This is an optimization exercise on Yosys and OpenROAD, whose aim is small area, not a production implementation.
RTL that was checked went through simulation tests only; none was proved equivalent to the original.
For run 1, only the layout was checked, not whether the RTL still works.
Power figures rest on the tool's default switching activity, not on a simulated workload.

==> design.v <==
module sbr24 (
    input             clk,
    input             rst,
    input             cmd_valid,
    input      [7:0]  cmd_op,
    input      [31:0] cmd_a,
    input      [31:0] cmd_b,
    output            busy,
    output reg        done,
    output     [3:0]  fault,
    output reg [31:0] res,
    input      [31:0] cnt_us,
    input             dout,
    output reg        sck,
    output reg        ie
);
    localparam [2:0] F_NONE = 3'd0, F_ARG = 3'd1, F_STATE = 3'd2,
                     F_UNBOUND = 3'd3, F_CMD = 3'd4;
    localparam [5:0]
        S_IDLE = 6'd0,  S_FIN  = 6'd1,  S_EX1  = 6'd2,  S_D0   = 6'd3,
        S_D1   = 6'd4,  S_MS0  = 6'd5,  S_MS1  = 6'd6,  S_ROT  = 6'd7,
        S_DS   = 6'd8,  S_DU   = 6'd9,  S_PD1  = 6'd10, S_PZ   = 6'd11,
        S_PS   = 6'd12, S_PM   = 6'd13, S_TC0  = 6'd14, S_TC1  = 6'd15,
        S_TC2  = 6'd16, S_RES0 = 6'd17, S_RES1 = 6'd18, S_W0   = 6'd19,
        S_RT0  = 6'd20, S_RT1  = 6'd21, S_SL0  = 6'd22, S_SL1  = 6'd23,
        S_SH0  = 6'd24, S_RDY  = 6'd25, S_HI   = 6'd26, S_LO   = 6'd27,
        S_PEND = 6'd28, S_FA0  = 6'd29, S_FA1  = 6'd30, S_FA2  = 6'd31,
        S_FA3  = 6'd32, S_FA4  = 6'd33, S_FA5  = 6'd34, S_AV0  = 6'd35,
        S_AV1  = 6'd36, S_AV2  = 6'd37, S_PD4  = 6'd38, S_V1   = 6'd39,
        S_V2   = 6'd40, S_V3   = 6'd41, S_V4   = 6'd42, S_V5   = 6'd43,
        S_V6   = 6'd44, S_V7   = 6'd45, S_V8   = 6'd46, S_V8B  = 6'd47,
        S_V9   = 6'd48, S_U2   = 6'd49, S_U4   = 6'd50, S_U5   = 6'd51,
        S_U6   = 6'd52, S_U7   = 6'd53, S_U3   = 6'd54, S_PK   = 6'd55,
        S_V10  = 6'd56, S_TCB  = 6'd57;
    localparam [3:0] Y_ZERO = 4'd0, Y_A = 4'd1, Y_B = 4'd2,
                     Y_CFL = 4'd4, Y_CB8 = 4'd5, Y_OFF = 4'd6, Y_SC = 4'd7,
                     Y_SM = 4'd8, Y_CNT = 4'd9, Y_EXP = 4'd10, Y_MASK = 4'd11,
                     Y_CONST = 4'd12;
    localparam [1:0] X_ZERO = 2'd0, X_R = 2'd1, X_ONES = 2'd2;
    reg  [5:0]  st;
    reg  [4:0]  opr;       
    reg  [2:0]  flt;
    reg         bound;
    reg  [1:0]  sel;       
    reg  [31:0] offset, scale;
    reg  [56:0] acc;
    reg  [31:0] A, B;
    reg  [23:0] C;
    reg  [9:0]  E;
    reg  [5:0]  K;
    reg         f0, f1, f2;
    reg         cprev;
    assign busy  = (st != S_IDLE);
    assign fault = {1'b0, flt};
    wire tick = cnt_us[0] ^ cprev;
    wire [32:0] R = acc[56:24];
    wire c_shift = (opr[4:3] == 2'b01);
    wire c_units = (opr == 5'b11010);
    wire so      = offset[31];
    wire ss      = scale[31];
    wire s_max   = (scale[30:23] == 8'hFF);
    wire s_mz    = (scale[22:0] == 23'd0);
    wire s_nan   = s_max & ~s_mz;
    wire s_inf   = s_max & s_mz;
    reg  [1:0]  xs;
    reg  [3:0]  ys;
    reg  [1:0]  ya32;      
    reg  [32:0] cval;
    reg         inv, cin;
    reg         wR, wRc, rnd, wA, wB, wRes, wOff, wSc;
    reg         ash, arot, aq;
    reg         csd, csa;
    reg         eclr, eld, einc, edec;
    reg         kld, kdec;
    reg  [5:0]  kval;
    reg  [5:0]  nst;
    reg         fin;
    reg         f0set, f0clr, f1ld, f1v, f2ld, f2v;
    genvar gi;
    reg  [32:0] Yv;
    wire [32:0] X  = (xs == X_R) ? R : (xs == X_ONES) ? {33{1'b1}} : 33'd0;
    wire [32:0] Yi = Yv ^ {33{inv}};
    wire [33:0] cy;
    wire [32:0] sum;
    assign cy[0] = cin;
    generate
        for (gi = 0; gi < 33; gi = gi + 1) begin : g_add
            wire p = X[gi] ^ Yi[gi];
            assign sum[gi]  = p ^ cy[gi];
            assign cy[gi+1] = p ? cy[gi] : X[gi];
        end
    endgenerate
    wire        c32 = cy[32];
    wire        co  = cy[33];
    wire [8:0] M;
    assign M[8] = 1'b0;
    generate
        for (gi = 7; gi >= 0; gi = gi - 1) begin : g_m
            assign M[gi] = M[gi+1] | R[24+gi];
        end
    endgenerate
    wire [8:1] ulp = M[7:0] & ~M[8:1];
    wire       rl  = |(ulp & R[8:1]);
    wire sd    = ~(so ^ f1);
    wire psign = sd ^ (c_units & ss);
    wire pnan  = c_units & s_nan;
    wire pz    = (c_units & s_inf) | E[9] | ((E == 10'd0) & ~R[23]);
    wire pinf  = ~E[9] & (E[8] | (&E[7:0]));
    wire pspec = pnan | pz | pinf;
    wire [32:0] pconst = pnan ? 33'h07FC00000 : {1'b0, psign, {8{pinf & ~pz}}, 23'd0};
    wire [7:0] crev = {C[0], C[1], C[2], C[3], C[4], C[5], C[6], C[7]};
    always @* begin
        case (ys)
            Y_A:     Yv = {(ya32 == 2'd1) ? A[31] : (ya32 == 2'd2) ? f1 : 1'b0, A};
            Y_B:     Yv = {1'b0, B};
            Y_CFL:   Yv = {9'd0, ~C[23], C[22:0]};
            Y_CB8:   Yv = {25'd0, A[0] ? C[7:0] : crev};
            Y_OFF:   Yv = {offset[31], offset};
            Y_SC:    Yv = {1'b0, scale[31:24], scale[23], scale[22:0]};
            Y_SM:    Yv = {9'd0, 1'b1, scale[22:0]};
            Y_CNT:   Yv = {1'b0, cnt_us};
            Y_EXP:   Yv = {1'b0, psign, E[7:0], 23'd0};
            Y_MASK:  Yv = {26'd0, M[7:1]};
            Y_CONST: Yv = cval;
            default: Yv = 33'd0;
        endcase
    end
    reg [2:0] issue_fault;
    always @* begin
        issue_fault = F_NONE;
        case (cmd_op)
            8'h01:         if (cmd_a != 32'd0) issue_fault = F_ARG;
            8'h02, 8'h03, 8'h04, 8'h24, 8'h25:
                           if (!bound) issue_fault = F_UNBOUND;
            8'h10:         if (cmd_a[31:1] != 31'd0) issue_fault = F_ARG;
                           else if (!bound) issue_fault = F_UNBOUND;
            8'h20:         if (!((cmd_a == 32'd128) || (cmd_a == 32'd64) || (cmd_a == 32'd32)))
                               issue_fault = F_ARG;
                           else if (!bound) issue_fault = F_UNBOUND;
            8'h30, 8'h31, 8'h33:
                           if (cmd_a == 32'd0) issue_fault = F_ARG;
                           else if (!bound) issue_fault = F_UNBOUND;
            8'h32:         if (cmd_a == 32'd0) issue_fault = F_ARG;
                           else if (!bound) issue_fault = F_UNBOUND;
                           else if (scale[30:23] == 8'd0) issue_fault = F_STATE;
            8'h21, 8'h22, 8'h23, 8'h26, 8'h27,
            8'h34, 8'h35, 8'h36, 8'h37: issue_fault = F_NONE;
            default:       issue_fault = F_CMD;
        endcase
    end
    wire k_last   = (K == 6'd1);
    wire samp_ok  = c_shift | (K[5:2] != 4'd0) | (K[1:0] > sel);
    always @* begin
        xs = X_ZERO; ys = Y_ZERO; ya32 = 2'd0; cval = 33'd0; inv = 1'b0; cin = 1'b0;
        wR = 1'b0; wRc = 1'b0; rnd = 1'b0; wA = 1'b0; wB = 1'b0;
        wRes = 1'b0; wOff = 1'b0; wSc = 1'b0;
        ash = 1'b0; arot = 1'b0; aq = 1'b0; csd = 1'b0; csa = 1'b0;
        eclr = 1'b0; eld = 1'b0; einc = 1'b0; edec = 1'b0;
        kld = 1'b0; kdec = 1'b0; kval = 6'd0;
        f0set = 1'b0; f0clr = 1'b0; f1ld = 1'b0; f1v = 1'b0; f2ld = 1'b0; f2v = 1'b0;
        nst = st; fin = 1'b0;
        case (st)
            S_IDLE: begin
                if (cmd_valid) begin
                    if (issue_fault != F_NONE) nst = S_FIN;
                    else case (cmd_op)
                        8'h02: nst = S_D0;
                        8'h04, 8'h24: begin nst = S_MS0; kld = 1'b1; kval = 6'd24; end
                        8'h10: nst = S_SH0;
                        8'h20, 8'h25: nst = S_RDY;
                        8'h22: nst = S_W0;
                        8'h23: nst = S_RT0;
                        8'h30, 8'h31, 8'h32, 8'h33: nst = S_AV0;
                        8'h03, 8'h21, 8'h34, 8'h35, 8'h36, 8'h37: nst = S_EX1;
                        default: nst = S_FIN;
                    endcase
                end
            end
            S_FIN: begin nst = S_IDLE; fin = 1'b1; end
            S_EX1: begin
                nst = S_IDLE; fin = 1'b1;
                case (opr)
                    5'b00011: begin ys = Y_CNT; wRes = 1'b1; end
                    5'b10001: begin ys = Y_CONST; cval = {32'd0, ~dout}; wRes = 1'b1; end
                    5'b11100: begin ys = Y_A; wSc = 1'b1; end
                    5'b11101: begin ys = Y_SC; wRes = 1'b1; end
                    5'b11110: begin ys = Y_A; wOff = 1'b1; end
                    default:  begin ys = Y_OFF; wRes = 1'b1; end
                endcase
            end
            S_D0: begin
                xs = X_ONES; ys = Y_A;
                if (co) begin wR = 1'b1; nst = S_D1; end
                else begin nst = S_IDLE; fin = 1'b1; end
            end
            S_D1: begin
                xs = X_R; inv = 1'b1;
                if (!co) begin nst = S_IDLE; fin = 1'b1; end
                else if (tick) wR = 1'b1;
            end
            S_MS0: begin
                ash = 1'b1; kdec = 1'b1;
                if (k_last) nst = S_MS1;
            end
            S_MS1: begin
                ys = Y_CNT; wR = 1'b1;
                nst = S_ROT; kld = 1'b1; kval = 6'd33;
            end
            S_ROT: begin
                ash = 1'b1; arot = 1'b1; kdec = 1'b1;
                if (k_last) begin nst = S_DS; kld = 1'b1; kval = 6'd24; end
            end
            S_DS: begin ash = 1'b1; nst = S_DU; end
            S_DU: begin
                xs = X_R; inv = 1'b1; cin = 1'b1;
                if (c_units & f0) ys = Y_SM;
                else if (opr[4:3] == 2'b11) ys = Y_B;
                else begin ys = Y_CONST; cval = 33'd1000; end
                wRc = 1'b1; aq = 1'b1; kdec = 1'b1;
                if (k_last) nst = (c_units & f0) ? S_U4 : S_PD1;
                else nst = S_DS;
            end
            S_PD1: begin
                xs = X_R; inv = 1'b1;
                f2ld = 1'b1; f2v = ~acc[23] & co;
                nst = S_PZ;
            end
            S_PZ: begin
                wR = 1'b1; nst = S_PS; kld = 1'b1; kval = 6'd24;
            end
            S_PS: begin
                ash = 1'b1; csa = f0; kdec = 1'b1;
                if (k_last) begin
                    if (opr[4:3] == 2'b00) nst = S_PM;
                    else if (opr[4:3] == 2'b10) nst = S_TC0;
                    else nst = S_PD4;
                end
            end
            S_PM: begin
                xs = X_R; wRes = 1'b1; nst = S_IDLE; fin = 1'b1;
            end
            S_TC0: begin
                xs = X_R; ys = Y_CFL; inv = 1'b1; cin = 1'b1; wR = 1'b1;
                f0clr = 1'b1; nst = S_TCB;
            end
            S_TCB: begin
                xs = X_R; ys = Y_CONST; cval = 33'h800000; wR = 1'b1; nst = S_TC1;
            end
            S_TC1: begin
                xs = X_R; ys = Y_A; inv = 1'b1; cin = 1'b1;
                nst = c32 ? S_RES0 : S_TC2;
            end
            S_TC2: nst = dout ? S_SL0 : S_RES1;
            S_RES0: begin wRes = 1'b1; nst = S_IDLE; fin = 1'b1; end
            S_RES1: begin
                ys = Y_CONST; cval = 33'd1; wRes = 1'b1; nst = S_IDLE; fin = 1'b1;
            end
            S_W0: begin
                if (dout) nst = S_SL0;
                else begin nst = S_IDLE; fin = 1'b1; end
            end
            S_RT0: begin
                xs = X_ONES; ys = Y_A;
                if (co) begin wA = 1'b1; nst = S_RT1; end
                else nst = S_RES0;
            end
            S_RT1: nst = dout ? S_SL0 : S_RES1;
            S_SL0: begin
                ys = (opr[2:0] == 3'b010) ? Y_A : Y_B; wR = 1'b1; eclr = 1'b1;
                nst = S_SL1;
            end
            S_SL1: begin
                xs = X_R; inv = 1'b1;
                if (!co) begin
                    if (opr[2:0] == 3'b010) nst = S_W0;
                    else if (opr[2:0] == 3'b011) nst = S_RT0;
                    else begin nst = S_MS0; kld = 1'b1; kval = 6'd24; end
                end else if (tick) begin
                    einc = 1'b1;
                    if (&E) wR = 1'b1;
                end
            end
            S_SH0: begin nst = S_HI; kld = 1'b1; kval = 6'd7; end
            S_RDY: begin
                if (!dout) begin
                    nst = S_HI; kld = 1'b1; kval = {4'b0110, sel};
                end
            end
            S_HI: begin
                if (tick) begin
                    csd = samp_ok; nst = S_LO;
                end
            end
            S_LO: begin
                if (tick) begin
                    if (K == 6'd0) nst = S_PEND;
                    else begin kdec = 1'b1; nst = S_HI; end
                end
            end
            S_PEND: begin
                if (c_shift) begin
                    ys = Y_CB8; wRes = 1'b1; nst = S_IDLE; fin = 1'b1;
                end else if (opr[3] == 1'b0) begin
                    ys = Y_CFL; wR = 1'b1; f2ld = 1'b1; f2v = 1'b0;
                    if (opr[0]) nst = S_PD4;
                    else begin nst = S_IDLE; fin = 1'b1; end
                end else nst = S_FA0;
            end
            S_FA0: begin
                xs = X_R; ys = Y_CFL; wR = 1'b1;
                if (co) begin nst = S_FA1; kld = 1'b1; kval = 6'd33; end
                else nst = S_FA4;
            end
            S_FA1: begin
                ash = 1'b1; arot = 1'b1; kdec = 1'b1;
                if (k_last) nst = S_FA2;
            end
            S_FA2: begin
                xs = X_R; ys = Y_CONST; cval = 33'd512; wR = 1'b1;
                nst = S_FA3; kld = 1'b1; kval = 6'd24;
            end
            S_FA3: begin
                ash = 1'b1; arot = 1'b1; kdec = 1'b1;
                if (k_last) nst = S_FA4;
            end
            S_FA4: begin
                xs = X_ONES; ys = Y_A; wA = 1'b1; nst = S_FA5;
            end
            S_FA5: begin
                xs = X_ONES; ys = Y_A;
                if (co) nst = S_RDY;
                else begin nst = S_ROT; kld = 1'b1; kval = 6'd33; end
            end
            S_AV0: begin
                ys = Y_A; wB = 1'b1; nst = S_AV1; kld = 1'b1; kval = 6'd24;
            end
            S_AV1: begin
                ash = 1'b1; kdec = 1'b1;
                if (k_last) nst = S_AV2;
            end
            S_AV2: begin wR = 1'b1; nst = S_RDY; end
            S_PD4: begin
                xs = X_R; ys = Y_CONST; cval = 33'h7FFFFF; inv = 1'b1; cin = f2;
                if (!opr[3] || opr[1:0] == 2'b00) begin wRes = 1'b1; nst = S_IDLE; fin = 1'b1; end
                else if (opr[1:0] == 2'b11) begin wOff = 1'b1; nst = S_IDLE; fin = 1'b1; end
                else begin wA = 1'b1; nst = S_V1; end
            end
            S_V1: begin
                ys = Y_OFF; inv = so; cin = so; wR = 1'b1; nst = S_V2;
            end
            S_V2: begin
                xs = X_R; ys = Y_MASK; cin = rl; wR = 1'b1; rnd = 1'b1; nst = S_V3;
            end
            S_V3: begin
                xs = X_R; ys = Y_A; ya32 = 2'd1; inv = ~so; cin = ~so; wR = 1'b1;
                nst = S_V4;
            end
            S_V4: begin
                xs = X_R; wA = 1'b1; f1ld = 1'b1; f1v = R[32]; nst = S_V5;
            end
            S_V5: begin
                ys = Y_A; ya32 = 2'd2; inv = f1; cin = f1; wR = 1'b1; nst = S_V6;
            end
            S_V6: begin
                xs = X_R; ys = Y_MASK; cin = rl; wR = 1'b1; rnd = 1'b1; nst = S_V7;
            end
            S_V7: begin
                xs = X_R; inv = 1'b1;
                if (!co) begin
                    eclr = 1'b1; f1ld = 1'b1; f1v = ~so; nst = S_PK;
                end else nst = S_V8;
            end
            S_V8: begin
                eld = 1'b1; kld = 1'b1; kval = 6'd30;
                nst = c_units ? S_V8B : S_V9;
            end
            S_V8B: begin
                einc = 1'b1; kdec = 1'b1;
                if (k_last) nst = S_V9;
            end
            S_V9: begin
                if (!R[31]) begin ash = 1'b1; edec = 1'b1; end
                else if (c_units & s_max) nst = S_PK;
                else begin nst = S_V10; kld = 1'b1; kval = 6'd49; end
            end
            S_V10: begin
                ash = 1'b1; arot = 1'b1; kdec = 1'b1;
                if (k_last) nst = c_units ? S_U2 : S_PK;
            end
            S_U2: begin
                xs = X_R; ys = Y_SM; inv = 1'b1; cin = 1'b1;
                if (!co) begin ash = 1'b1; edec = 1'b1; end
                nst = S_U3;
            end
            S_U3: begin
                xs = X_R; ys = Y_SM; inv = 1'b1; cin = 1'b1; wR = 1'b1;
                f0set = 1'b1; nst = S_DS; kld = 1'b1; kval = 6'd24;
            end
            S_U4: begin
                xs = X_R; inv = 1'b1;
                f2ld = 1'b1; f2v = co; nst = S_U5;
            end
            S_U5: begin
                wR = 1'b1; nst = S_U6; kld = 1'b1; kval = 6'd23;
            end
            S_U6: begin
                ash = 1'b1; kdec = 1'b1;
                if (k_last) nst = S_U7;
            end
            S_U7: begin
                xs = X_R; cin = acc[23] & (f2 | R[0]); wR = 1'b1;
                nst = S_PK;
            end
            S_PK: begin
                if (pspec) begin ys = Y_CONST; cval = pconst; end
                else begin xs = X_R; ys = Y_EXP; end
                wRes = 1'b1; nst = S_IDLE; fin = 1'b1;
            end
            default: nst = S_IDLE;
        endcase
    end
    wire [32:0] rdata = rnd ? {sum[32:8], sum[7:0] & ~M[7:0]} : sum;
    always @(posedge clk) begin
        cprev <= cnt_us[0];
        if (rst) begin
            st     <= S_IDLE;
            done   <= 1'b0;
            flt    <= F_NONE;
            res    <= 32'd0;
            bound  <= 1'b0;
            sel    <= 2'd0;
            offset <= 32'd0;
            scale  <= 32'h3F800000;
            sck    <= 1'b0;
            ie     <= 1'b1;
        end else begin
            st   <= nst;
            done <= fin;
            if (wRes) res    <= sum[31:0];
            if (wOff) offset <= sum[31:0];
            if (wSc)  scale  <= sum[31:0];
            if (st == S_IDLE && cmd_valid) begin
                flt <= issue_fault;
                if (issue_fault == F_NONE) begin
                    case (cmd_op)
                        8'h01: bound <= 1'b1;
                        8'h20: begin
                            sck <= 1'b0;
                            sel <= (cmd_a[7:5] == 3'b100) ? 2'd0 :
                                   (cmd_a[7:5] == 3'b001) ? 2'd1 : 2'd2;
                        end
                        8'h26: sck <= 1'b1;
                        8'h27: sck <= 1'b0;
                        default: ;
                    endcase
                end
            end
            if (st == S_SH0) sck <= 1'b1;
            if (st == S_RDY && !dout) begin sck <= 1'b1; ie <= 1'b0; end
            if (st == S_HI && tick) sck <= 1'b0;
            if (st == S_LO && tick) begin
                if (K != 6'd0) sck <= 1'b1;
                else if (!c_shift) ie <= 1'b1;
            end
        end
        if (st == S_IDLE) begin
            A   <= cmd_a;
            B   <= cmd_b;
            opr <= {cmd_op[5:4], cmd_op[2:0]};
            f0  <= cmd_op[2];
        end else begin
            if (wA) A <= sum[31:0];
            if (wB) B <= sum[31:0];
            if (f0set) f0 <= 1'b1;
            else if (f0clr) f0 <= 1'b0;
        end
        if (f1ld) f1 <= f1v;
        if (f2ld) f2 <= f2v;
        if (ash)
            acc <= {acc[55:0], arot & acc[56]};
        else begin
            if (wR | (wRc & co)) acc[56:24] <= rdata;
            if (aq) acc[0] <= co;
        end
        if (csd)      C <= {C[22:0], dout};
        else if (csa) C <= {C[22:0], acc[23]};
        if (eclr)      E <= 10'd0;
        else if (eld)  E <= c_units ? {2'b00, ~scale[30:23]} : 10'd157;
        else if (einc) E <= E + 10'd1;
        else if (edec) E <= E - 10'd1;
        if (kld)       K <= kval;
        else if (kdec) K <= K - 6'd1;
    end
endmodule
==> run.sh <==
#!/bin/bash
# synth_recipe.tcl (not shown) runs the flow's synth.tcl, then flattens the netlist and writes it again
# the make line also repeats each setting of config.mk as NAME=value (left out here)
make -C /OpenROAD-flow-scripts/flow DESIGN_CONFIG=/design/flow/config.mk WORK_HOME=/design/flow/orfs CLKGATE_MAP_FILE= SYNTH_SCRIPT=/design/flow/synth_recipe.tcl finish
==> config.mk <==
export PLATFORM = sky130hd
export DESIGN_NAME = sbr24
export DESIGN_NICKNAME = sbr24
export VERILOG_FILES = /design/flow/design.v
export SDC_FILE = /design/flow/constraint.sdc
export NUM_CORES = 4
export LEC_CHECK = 0
export ABC_AREA = 1
export CAP_MARGIN = 20
export CORE_MARGIN = 2
export CORE_UTILIZATION = 60
export PLACE_DENSITY = 0.75
export SLEW_MARGIN = 20
==> constraint.sdc <==
create_clock -name core_clock -period 20.0 [get_ports {clk}]
set_input_delay 4.0000 -clock core_clock [delete_from_list [all_inputs] [get_ports {clk}]]
set_output_delay 4.0000 -clock core_clock [all_outputs]
set_load 0.01 [all_outputs]
==> results of run 1 <==
[cell usage in the layout (no fill, tap or decap), types with 23 or more instances in the layout]
master | Yosys | routed
dfxtp_1 | 122 | 122
edfxtp_1 | 159 | 159
clkdlybuf4s50_1 | 0 | 146
nor4_1 | 23 | 23
a21oi_1 | 122 | 122
nand2_1 | 600 | 599
a22oi_1 | 43 | 43
clkbuf_16 | 0 | 29
o211ai_1 | 40 | 40
nor3_1 | 37 | 37
inv_1 | 337 | 336
nand2_2 | 81 | 82
nand3_1 | 100 | 99
o21ai_2 | 27 | 27
xor2_1 | 65 | 65
nor2_1 | 162 | 161
nand4_1 | 45 | 45
o21ai_0 | 112 | 111
[final cells by class]
class	count	area, um^2
repair buffers	164	1600
flip-flops and latches	281	7220
well taps	390	488
fillers	2205	8950
multi-input cells	1639	8910
inverters	369	1440
clock buffers	43	818
diodes	1	2.50
clock inverters	11	131
[kinds of logic after synthesis]
family                     count (synthesis)  share of synthesized area
xor gates and xnor gates                  70                     0.0342
and+or+nand+nor                         1123                      0.296
DFF                                      281                      0.403
other                                      1                   0.000209
buffers and inverters                    445                      0.103
AOI/OAI and AO/OA                        427                      0.152
adders and majority gates                 18                     0.0130
[metrics by stage]
step | util | cells | hold WS, ps | setup slack [ps] | power [mW]
5_1_grt | 0.697 | 2897 | 425 | 6800 | 1.41
4_1_cts | 0.697 | 2897 | 416 | 7970 | 1.37
2_1_floorplan | - | 2365 | 400 | 8590 | 0.763
3_3_place_gp | 0.665 | 2843 | 405 | 8130 | 0.825
6_report | 0.697 | 2898 | 417 | 7780 | 1.38
3_5_place_dp | 0.665 | 2843 | 405 | 7570 | 0.831
[how the worst max path moves through the flow]
stage / end / start / slack (ps) / depth (start not counted)
floorplan: A[0]$_DFFE_PP_ / dout / 8590 / 75
global placement: E[9]$_SDFFE_PP0P_ / dout / 8130 / 93
detailed placement: E[9]$_SDFFE_PP0P_ / dout / 7570 / 93
CTS: E[9]$_SDFFE_PP0P_ / dout / 7970 / 93
global route: E[9]$_SDFFE_PP0P_ / dout / 6800 / 93
finish: E[9]$_SDFFE_PP0P_ / dout / 7780 / 93
[worst reg2reg max path: cells and delay by family (launching register included)]
kind	cells	cell delay, ps
simple gates	80	7190
buf+inv	5	850
compound gates	8	1200
xor+xnor	1	220
fa+ha+maj	1	370
flops	1	490
[state kept, by name, indices dropped and copies added (netlist names), 2 cells and up]
name	count
st	6
E	10
opr	5
acc	57
A	32
flt	3
res	32
scale	32
C	24
B	32
offset	32
K	6
sel	2
[layer usage]
layer / track usage / vias to the layer above
met2: 0.660 / 1350
met1: 0.530 / 8361
met4: 0.245 / 0
met5: 0 / -
li1: - / 8068
met3: 0.0750 / 324
[Yosys cell counts (5+ instances only)]
cell | instances | share of area
xor2_1 | 65 | 0.032
o2111ai_1 | 6 | 0.0029
nor4_1 | 23 | 0.0080
a221oi_1 | 17 | 0.0083
nor2_2 | 16 | 0.0056
buf_6 | 9 | 0.0057
nor2_1 | 162 | 0.034
nor3_1 | 37 | 0.010
nand3_2 | 12 | 0.0067
a211oi_1 | 7 | 0.0029
o21ai_1 | 11 | 0.0031
edfxtp_1 | 159 | 0.27
xnor2_1 | 5 | 0.0024
o21ai_0 | 112 | 0.031
nand2_2 | 81 | 0.028
dfxtp_1 | 122 | 0.14
ha_1 | 17 | 0.012
buf_1 | 13 | 0.0027
a22oi_1 | 43 | 0.018
nand2_1 | 600 | 0.13
inv_1 | 337 | 0.071
inv_2 | 21 | 0.0044
nand4_1 | 45 | 0.016
o211ai_1 | 40 | 0.017
nor2_4 | 15 | 0.0094
nand3_1 | 100 | 0.028
o31ai_1 | 6 | 0.0025
o21ai_2 | 27 | 0.013
a21oi_1 | 122 | 0.034
nand2_4 | 11 | 0.0069
clkbuf_1 | 45 | 0.0094
[where the power goes]
group          leakage (nW)  switching, mW  internal, mW
clock                 0.453          0.246         0.311
combinational          6.83          0.103        0.0514
sequential             2.52         0.0162         0.655
total                  9.81          0.365          1.02
==> results list, run 1 <==
- From synthesis to final layout, the design area changed by 14.9%.
- GR Overflow Total: 0
- Among all flip-flop cells after synthesis, the most frequent one is edfxtp_1.
* Count of cells along the worst register-to-register path: 95
* Die height: 177 um
* Deepest level of the CTS H-tree: 1
- The share of the Yosys chip area taken by registers is 0.403.
* Total Nets Final: 2610
- The floorplan step defined a die boundary enclosing 31300 um^2.
* Final Slew Violations: 0
* Layout cells sized above 1: 0.114
- Met2 routed wirelength: 29300 um
* Worst slew margin: 0.0806
* Number of unique standard cell types used by synthesis: 73
- In the finished design, the share of the clock period the worst path needs comes to 0.611.
- Arrival time at the worst endpoint: 12680 ps
- Clock sinks: 281
- The final layout contains routed wiring with a total length of 65400 um.
* Pre-Repair DR Iteration Count: 6
- Outcome: finished clean
* # rows: 63
- DRC viols: 0
- The synthesized design contains 159 enable-type register cells.
- Crit-path leading delay family: simple AND/OR/NAND/NOR gates
* Ratio of routed vias to standard cells: 6.25
* Cell repeated most along the worst path: nand2_2
- Critical path's slowest cell: clkdlybuf4s50_1
- CTS tree: yes
- Together, buffers and inverters on the worst path number 6.
- VDD sags by at most 0.0730 mV.
- Met3 WL post-DR: 7310 um
- Max-cap violations: 0
* Gate count of the mapped netlist: 2365
- Post-Synthesis Mean Instance Area: 7.58 um^2
- STA classifies the critical path startpoint as an input pin.
- The later pin in the worst-skew pair is clocked with a latency of 590 ps.
- Global placer's final weighted congestion: 0.984
* Starting density of the core: 0.606
- Dividing total power by cell area gives a power density of 67.1 nW/um^2.
- Total track usage: 0.415
- The region available for standard cell placement spans 29600 um^2.
- Flop and latch count out of synthesis: 281
- Timing-limited maximum frequency: 81.8 MHz
- First-pass GRT wire length: 99300 um
* TritonCTS Buffers: 29
- Maximum fanout along the worst path: 9
* Post-CTS setup-driven buffer insertion count: 0
- Setup violations remaining at the end of the flow were counted as 0.
* Count of input and output buffers: 146
* Syn Nets: 2491
* Final Hold Violating Endpoints: 0
- Slowest Stage Delay on Critical Path: 580 ps
- Setup TNS after final layout: 0 ps
* Worst clock skew: 16.3 ps
- The number of antenna violations at the first check in global routing was 0.
- After detailed routing, the average wire length per cell comes to 22.6 um.
- During I/O placement, the number of pins put on the boundary was 148.
* Routed metal-1 wire length: 24200 um
- Summed over all nets, the half-perimeter wirelength after detailed placement is 47500 um.
- Static Leakage: 9.81 nW
- Type of element capturing the critical path: flop
* Classification of the worst-slack hold path: flop to flop
- Clock tree synthesis selected as its root buffer the cell clkbuf_16.
* Launch point of the worst reg-to-reg path: st[1]$_SDFFE_PP0P_
* Largest net degree at the start of global routing: 78
* Final cell area excluding filler cells: 20600 um^2
- For the pin with the worst max-slew slack, the measured transition is 1370 ps.
- R2r endpoint: E[9]$_SDFFE_PP0P_
* Post-synth design cell area: 17900 um^2
- The worst hold path terminates at acc[11]$_DFFE_PP_.
- Clock transition time at the flip-flop clock pins of the worst setup and hold paths: 60 ps
- Instance area after placement: 19700 um^2
* Total number of yosys warnings: 1
* CTS hold repair buffers: 0
- Min-Delay Startpoint: acc[10]$_DFFE_PP_
- The detailed router used layers up to and including met4.
* RSZ-0062 raised after global routing: no
- The setup check on the worst reg-to-reg path leaves a slack of 9480 ps.
- At the worst endpoint, the required time is 20460 ps.
- The count of nets left with antenna violations once routing finished came out at 0.
- The worst setup path is of the input pin to flop kind.
* Post-synth ARST share: 0
- Post-layout min period: 12220 ps
* Via count of the first global-routing pass: 17.3k
- DIE WIDTH: 177 um
* Number of cells traversed by the worst hold path: 0
- Post-cts resize count: 0
- Routed vias: 18.1k
* Deepest clock path buffer count: 3
* DRC violation total after the first TritonRoute iteration: 2601
==> inputs of run 2 (changes only) <==
--- a/design.v
+++ b/design.v
@@ -32,7 +32,6 @@
         S_V9   = 6'd48, S_U2   = 6'd49, S_U4   = 6'd50, S_U5   = 6'd51,
-        S_U6   = 6'd52, S_U7   = 6'd53, S_U3   = 6'd54, S_PK   = 6'd55,
-        S_V10  = 6'd56, S_TCB  = 6'd57;
-    localparam [3:0] Y_ZERO = 4'd0, Y_A = 4'd1, Y_B = 4'd2,
+        S_U6   = 6'd52, S_U7   = 6'd53, S_U8   = 6'd54, S_PK   = 6'd55;
+    localparam [3:0] Y_ZERO = 4'd0, Y_A = 4'd1, Y_B = 4'd2, Y_CSX = 4'd3,
                      Y_CFL = 4'd4, Y_CB8 = 4'd5, Y_OFF = 4'd6, Y_SC = 4'd7,
-                     Y_SM = 4'd8, Y_CNT = 4'd9, Y_EXP = 4'd10, Y_MASK = 4'd11,
+                     Y_SM = 4'd8, Y_CNT = 4'd9, Y_PACK = 4'd10, Y_MASK = 4'd11,
                      Y_CONST = 4'd12;
@@ -78,3 +77,2 @@
     reg         f0set, f0clr, f1ld, f1v, f2ld, f2v;
-    genvar gi;
     reg  [32:0] Yv;
@@ -82,16 +80,9 @@
     wire [32:0] Yi = Yv ^ {33{inv}};
-    wire [33:0] cy;
-    wire [32:0] sum;
-    assign cy[0] = cin;
-    generate
-        for (gi = 0; gi < 33; gi = gi + 1) begin : g_add
-            wire p = X[gi] ^ Yi[gi];
-            assign sum[gi]  = p ^ cy[gi];
-            assign cy[gi+1] = p ? cy[gi] : X[gi];
-        end
-    endgenerate
-    wire        c32 = cy[32];
-    wire        co  = cy[33];
+    wire [32:0] lo = {1'b0, X[31:0]} + {1'b0, Yi[31:0]} + {32'd0, cin};
+    wire        c32 = lo[32];
+    wire [32:0] sum = {X[32] ^ Yi[32] ^ c32, lo[31:0]};
+    wire        co  = (X[32] & Yi[32]) | (c32 & (X[32] ^ Yi[32]));
     wire [8:0] M;
     assign M[8] = 1'b0;
+    genvar gi;
     generate
@@ -105,7 +96,8 @@
     wire psign = sd ^ (c_units & ss);
-    wire pnan  = c_units & s_nan;
-    wire pz    = (c_units & s_inf) | E[9] | ((E == 10'd0) & ~R[23]);
+    wire pz    = (c_units & s_inf) | E[9] | (E == 10'd0);
     wire pinf  = ~E[9] & (E[8] | (&E[7:0]));
-    wire pspec = pnan | pz | pinf;
-    wire [32:0] pconst = pnan ? 33'h07FC00000 : {1'b0, psign, {8{pinf & ~pz}}, 23'd0};
+    wire [31:0] pack = (c_units & s_nan) ? 32'h7FC00000 :
+                       pz   ? {psign, 31'd0} :
+                       pinf ? {psign, 8'hFF, 23'd0} :
+                              {psign, E[7:0], R[30:8]};
     wire [7:0] crev = {C[0], C[1], C[2], C[3], C[4], C[5], C[6], C[7]};
@@ -115,2 +107,3 @@
             Y_B:     Yv = {1'b0, B};
+            Y_CSX:   Yv = {{9{C[23]}}, C};
             Y_CFL:   Yv = {9'd0, ~C[23], C[22:0]};
@@ -118,6 +111,6 @@
             Y_OFF:   Yv = {offset[31], offset};
-            Y_SC:    Yv = {1'b0, scale[31:24], scale[23], scale[22:0]};
-            Y_SM:    Yv = {9'd0, 1'b1, scale[22:0]};
+            Y_SC:    Yv = {1'b0, scale};
+            Y_SM:    Yv = {2'b01, scale[22:0], 8'd0};
             Y_CNT:   Yv = {1'b0, cnt_us};
-            Y_EXP:   Yv = {1'b0, psign, E[7:0], 23'd0};
+            Y_PACK:  Yv = {1'b0, pack};
             Y_MASK:  Yv = {26'd0, M[7:1]};
@@ -242,7 +235,4 @@
             S_TC0: begin
-                xs = X_R; ys = Y_CFL; inv = 1'b1; cin = 1'b1; wR = 1'b1;
-                f0clr = 1'b1; nst = S_TCB;
-            end
-            S_TCB: begin
-                xs = X_R; ys = Y_CONST; cval = 33'h800000; wR = 1'b1; nst = S_TC1;
+                xs = X_R; ys = Y_CSX; inv = 1'b1; cin = 1'b1; wR = 1'b1;
+                f0clr = 1'b1; nst = S_TC1;
             end
@@ -303,5 +293,4 @@
                 end else if (opr[3] == 1'b0) begin
-                    ys = Y_CFL; wR = 1'b1; f2ld = 1'b1; f2v = 1'b0;
-                    if (opr[0]) nst = S_PD4;
-                    else begin nst = S_IDLE; fin = 1'b1; end
+                    ys = Y_CSX; wRes = ~opr[0] ? 1'b0 : 1'b1;    
+                    nst = S_IDLE; fin = 1'b1;
                 end else nst = S_FA0;
@@ -343,3 +332,3 @@
                 xs = X_R; ys = Y_CONST; cval = 33'h7FFFFF; inv = 1'b1; cin = f2;
-                if (!opr[3] || opr[1:0] == 2'b00) begin wRes = 1'b1; nst = S_IDLE; fin = 1'b1; end
+                if (opr[1:0] == 2'b00) begin wRes = 1'b1; nst = S_IDLE; fin = 1'b1; end
                 else if (opr[1:0] == 2'b11) begin wOff = 1'b1; nst = S_IDLE; fin = 1'b1; end
@@ -382,8 +371,4 @@
                 if (!R[31]) begin ash = 1'b1; edec = 1'b1; end
-                else if (c_units & s_max) nst = S_PK;
-                else begin nst = S_V10; kld = 1'b1; kval = 6'd49; end
-            end
-            S_V10: begin
-                ash = 1'b1; arot = 1'b1; kdec = 1'b1;
-                if (k_last) nst = c_units ? S_U2 : S_PK;
+                else if (!c_units || s_max) nst = S_PK;
+                else nst = S_U2;
             end
@@ -392,10 +377,6 @@
                 if (!co) begin ash = 1'b1; edec = 1'b1; end
-                nst = S_U3;
-            end
-            S_U3: begin
-                xs = X_R; ys = Y_SM; inv = 1'b1; cin = 1'b1; wR = 1'b1;
-                f0set = 1'b1; nst = S_DS; kld = 1'b1; kval = 6'd24;
+                f0set = 1'b1; nst = S_DU; kld = 1'b1; kval = 6'd25;
             end
             S_U4: begin
-                xs = X_R; inv = 1'b1;
+                xs = X_R; ys = Y_CONST; cval = 33'd256; inv = 1'b1; cin = 1'b1;
                 f2ld = 1'b1; f2v = co; nst = S_U5;
@@ -403,3 +384,3 @@
             S_U5: begin
-                wR = 1'b1; nst = S_U6; kld = 1'b1; kval = 6'd23;
+                wR = 1'b1; nst = S_U6; kld = 1'b1; kval = 6'd31;
             end
@@ -410,3 +391,7 @@
             S_U7: begin
-                xs = X_R; cin = acc[23] & (f2 | R[0]); wR = 1'b1;
+                xs = X_R; ys = Y_CONST; cval = {24'd0, R[7] & (f2 | R[8]), 8'd0}; wR = 1'b1;
+                nst = S_U8;
+            end
+            S_U8: begin
+                if (R[31]) einc = 1'b1;
                 nst = S_PK;
@@ -414,5 +399,3 @@
             S_PK: begin
-                if (pspec) begin ys = Y_CONST; cval = pconst; end
-                else begin xs = X_R; ys = Y_EXP; end
-                wRes = 1'b1; nst = S_IDLE; fin = 1'b1;
+                ys = Y_PACK; wRes = 1'b1; nst = S_IDLE; fin = 1'b1;
             end
@@ -487,3 +470,3 @@
         if (eclr)      E <= 10'd0;
-        else if (eld)  E <= c_units ? {2'b00, ~scale[30:23]} : 10'd157;
+        else if (eld)  E <= c_units ? {2'b00, ~scale[30:23]} : 10'd158;
         else if (einc) E <= E + 10'd1;
--- a/config.mk
+++ b/config.mk
@@ -7,7 +7,6 @@
 export LEC_CHECK = 0
-export ABC_AREA = 1
 export CAP_MARGIN = 20
 export CORE_MARGIN = 2
-export CORE_UTILIZATION = 60
-export PLACE_DENSITY = 0.75
+export CORE_UTILIZATION = 40
+export PLACE_DENSITY = 0.6
 export SLEW_MARGIN = 20
==> results list, run 2 <==
- Leaving out fill and tap cells, the most frequent cell in the layout is nand2_1.
- Final setup fails: 0
- Once layout is complete, the utilization of the core stands at 0.475.
* Post-layout min period: 10890 ps
- TritonCTS built the clock tree.
* Post-layout total power: 2.19 mW
- Pre-Repair DR Iteration Count: 5
- Total Nets Final: 2457
* RSZ-0062 raised after global routing: no
* Critical path's slowest cell: clkinv_2
* # rows: 77
- Final Slew Violations: 0
* Max-cap violations: 0
- Post-synth design cell area: 18100 um^2
- Pin placement for this block handled 148 I/O pins.
- Initial antenna violation count: 1
* Setup slack of the worst register-to-register path: 10340 ps
- In the post-synthesis netlist, the cell with the most instances is nand2_1.
- CTS placed an instance of clkbuf_16 at the clock tree root.
* Outcome: finished clean
* Routed metal-1 wire length: 33500 um
- The H-tree was split into 2 levels.
- Post-synth ARST share: 0
* Met2 routed wirelength: 31700 um
* Total power density per cell area: 104 nW/um^2
* Area share of the leading cell type in the synthesized netlist: 0.264
* Area taken by multi-input logic gates: 10100 um^2
- Counting flops per register, the top entry is acc.
- Count of input and output buffers: 146
* Slowest Stage Delay on Critical Path: 830 ps
- Crit-path leading delay family: compound AO/OA/AOI/OAI gates
- DIE AREA: 46900 um^2
- The clock arrives with 22.0 ps of skew.
* Number of flops mapped to enable cells by yosys: 159
* Total number of yosys warnings: 1
- The clock net in this run drives a total of 281 sinks.
- From synthesis to final layout, the design area changed by 16.8%.
- After detailed routing, the number of remaining DRC violations is 0.
- The wire-length estimate of the detail-placed layout is 54600 um.
- Flip-flop cell with the highest count after synthesis: edfxtp_1
- Final ANT Viol Nets: 0
- Classification of the worst-slack hold path: flop to flop
- Largest net degree at the start of global routing: 83
* First-pass GRT wire length: 111000 um
* Total track usage: 0.315
- At the later pin of the worst-skew pair, clock insertion delay measures 560 ps.
* Part of the Yosys area used for sequential elements: 0.399
- Flop and latch count out of synthesis: 281
- TritonCTS Buffers: 34
- GR Overflow Total: 0
* Sequential Area: 7220 um^2
* Final Hold Violating Endpoints: 0
- Post-cts resize count: 0
- Gate count of the mapped netlist: 2220
- Of all nets on the critical path, the largest fanout is 63.
- Timing-limited maximum frequency: 91.8 MHz
- Post-detailed-routing wire length: 75400 um
* Post-route worst hold slack: 407 ps
- Most frequent cells in the layout: nand2_1 (546), a21oi_1 (185), edfxtp_1 (159)
* Layout cells sized above 1: 0.0604
- Routability-driven placement finished with a final weighted congestion of 0.990.
* Final-layout fill cell count: 4333
* Met3 WL post-DR: 8320 um
- The register with the most flip-flops in the layout has 57 of them.
- Dividing the detail-routed via count by the number of cells gives 6.30.
* Class of the most critical setup path: input pin to flop
- DRC violation total after the first TritonRoute iteration: 2584
- Routed vias: 18.3k
- The worst setup path is captured at a flop.
- At the worst endpoint, the required time is 20440 ps.
* Routed length per instance: 25.9 um
* Buffers and inverters on the worst path: 5
- For the pin with the worst max-slew slack, the measured transition is 1170 ps.
* Arrival time at the worst endpoint: 11330 ps
- The number of hold buffers added after CTS was 0.
- Peak supply drop: 0.126 mV
- Worst slew margin: 0.206
- In this run the static leakage power is 7.92 nW.
* Via count of the first global-routing pass: 17.0k
- In the finished design, the share of the clock period the worst path needs comes to 0.544.
- The clock passes through at most 3 buffers.
- Clock-pin slew was measured on the worst setup and hold paths at 60 ps.
* DIE WIDTH: 217 um
- edfxtp_1 takes more of the synthesized area than any other cell.
* Top post-synthesis cells by count: nand2_1 (546), a21oi_1 (185), edfxtp_1 (159)
* Die height: 217 um
- Top post-synthesis cells by area: edfxtp_1 (26%), dfxtp_1 (14%), nand2_1 (11%)
- Counting every net in the synthesized netlist gives 2384.
* Number of unique standard cell types used by synthesis: 85
- The initial utilization of the core area, before any placement, comes to 0.407.
- The worst setup path is launched from an input pin.
- The average instance in the mapped netlist occupies 8.14 um^2.
- Adding up every negative setup slack in the final design gives 0 ps.
- In this run the standard cell core region covers 44400 um^2.
- Uppermost metal layer occupied by signal nets: met5
- Diodes inserted: 0
- Buffers added to address setup during post-CTS repair amount to 0.
[run 2: cell count changes after synthesis, moves of 53 or more]
| cell | previous run | this run |
|---|---|---|
| inv_1 | 337 | 37 |
| nand2_2 | 81 | 0 |
| a21oi_1 | 122 | 185 |
| clkbuf_1 | 45 | 101 |
| nand2_1 | 600 | 546 |
| nand3_1 | 100 | 47 |
[run 2: cells by family (layout without fill, tap and decap cells)]
group,count (synthesis),after routing,share of synthesized area
mux,25,25,0.0142
fa+ha+maj,56,56,0.0404
flops,281,281,0.399
compound gates,629,629,0.229
other cells,1,1,0.000207
xor+xnor,70,70,0.0339
simple gates,963,963,0.238
buf+inv,195,294,0.0444
[run 2: routing by layer]
metal  GRT usage  vias up
met5           0        -
met4      0.0808        2
met3      0.0664      132
met2       0.458     1075
met1       0.471     8894
li1            -     8232
[run 2: per-stage QoR]
stage / instance area (um^2) / setup WS, ps / cells
2_1_floorplan: 18100 / 10090 / 2220
3_3_place_gp: 20000 / 8560 / 2848
3_5_place_dp: 20100 / 8330 / 2848
4_1_cts: 21100 / 8920 / 2910
5_1_grt: 21100 / 8600 / 2911
6_report: 21100 / 9110 / 2911
[run 2: cell type report]
class,instances,area share
multi-input combinational,1744,0.481
sequential,281,0.342
timing repair buffer,192,0.0856
clock buffer,48,0.0443
tap,592,0.0351
inverter,40,0.00717
clock inverter,14,0.00545
[run 2: worst paths after layout]
path / startpoint / end / cells past startpoint
worst max-delay path: dout / acc[24]$_DFFE_PP_ / 29
worst min-delay path: acc[21]$_DFFE_PP_ / acc[22]$_DFFE_PP_ / 0
worst max register to register: st[2]$_SDFFE_PP0P_ / acc[24]$_DFFE_PP_ / 29
worst min register to register: acc[21]$_DFFE_PP_ / acc[22]$_DFFE_PP_ / 0
[run 2: power breakdown]
part	switching, mW	internal, mW
Clock	0.261	0.342
Combinational	0.556	0.224
Sequential	0.0529	0.760
Total	0.869	1.33

## what the ideal ports hide
No port has a modelled driver above. Below, the same layouts with a new extraction and two added sets of constraints.
Step 1 assumes that a clkbuf_16 drives the clock port and a buf_2 every other input.
Step 2 adds t to the input delays and takes it off the output delays; t is the mean of the earliest and latest rising clock arrival at the registers after step 1. Input paths then give back, and output paths get back, about the clock's delay inside the block.
Three values: ideal, step 1, step 2; two values: the first two.
run | shift t [ns] | setup slack, ns | worst register clock-pin slew, ns | worst data-port slew with drivers (ns) | pins driven straight from the clock port
run 1 | 0.637 | 7.778 / 7.809 / 7.173 | 0.07 / 0.07 | 0.07 | 1
run 2 | 0.607 | 9.112 / 9.145 / 8.538 | 0.07 / 0.07 | 0.05 | 1
After both steps every run listed still meets setup and hold. For run 1, which loses most, drivers alone change the setup slack by +0.031 ns; drivers and shift together by -0.605 ns.
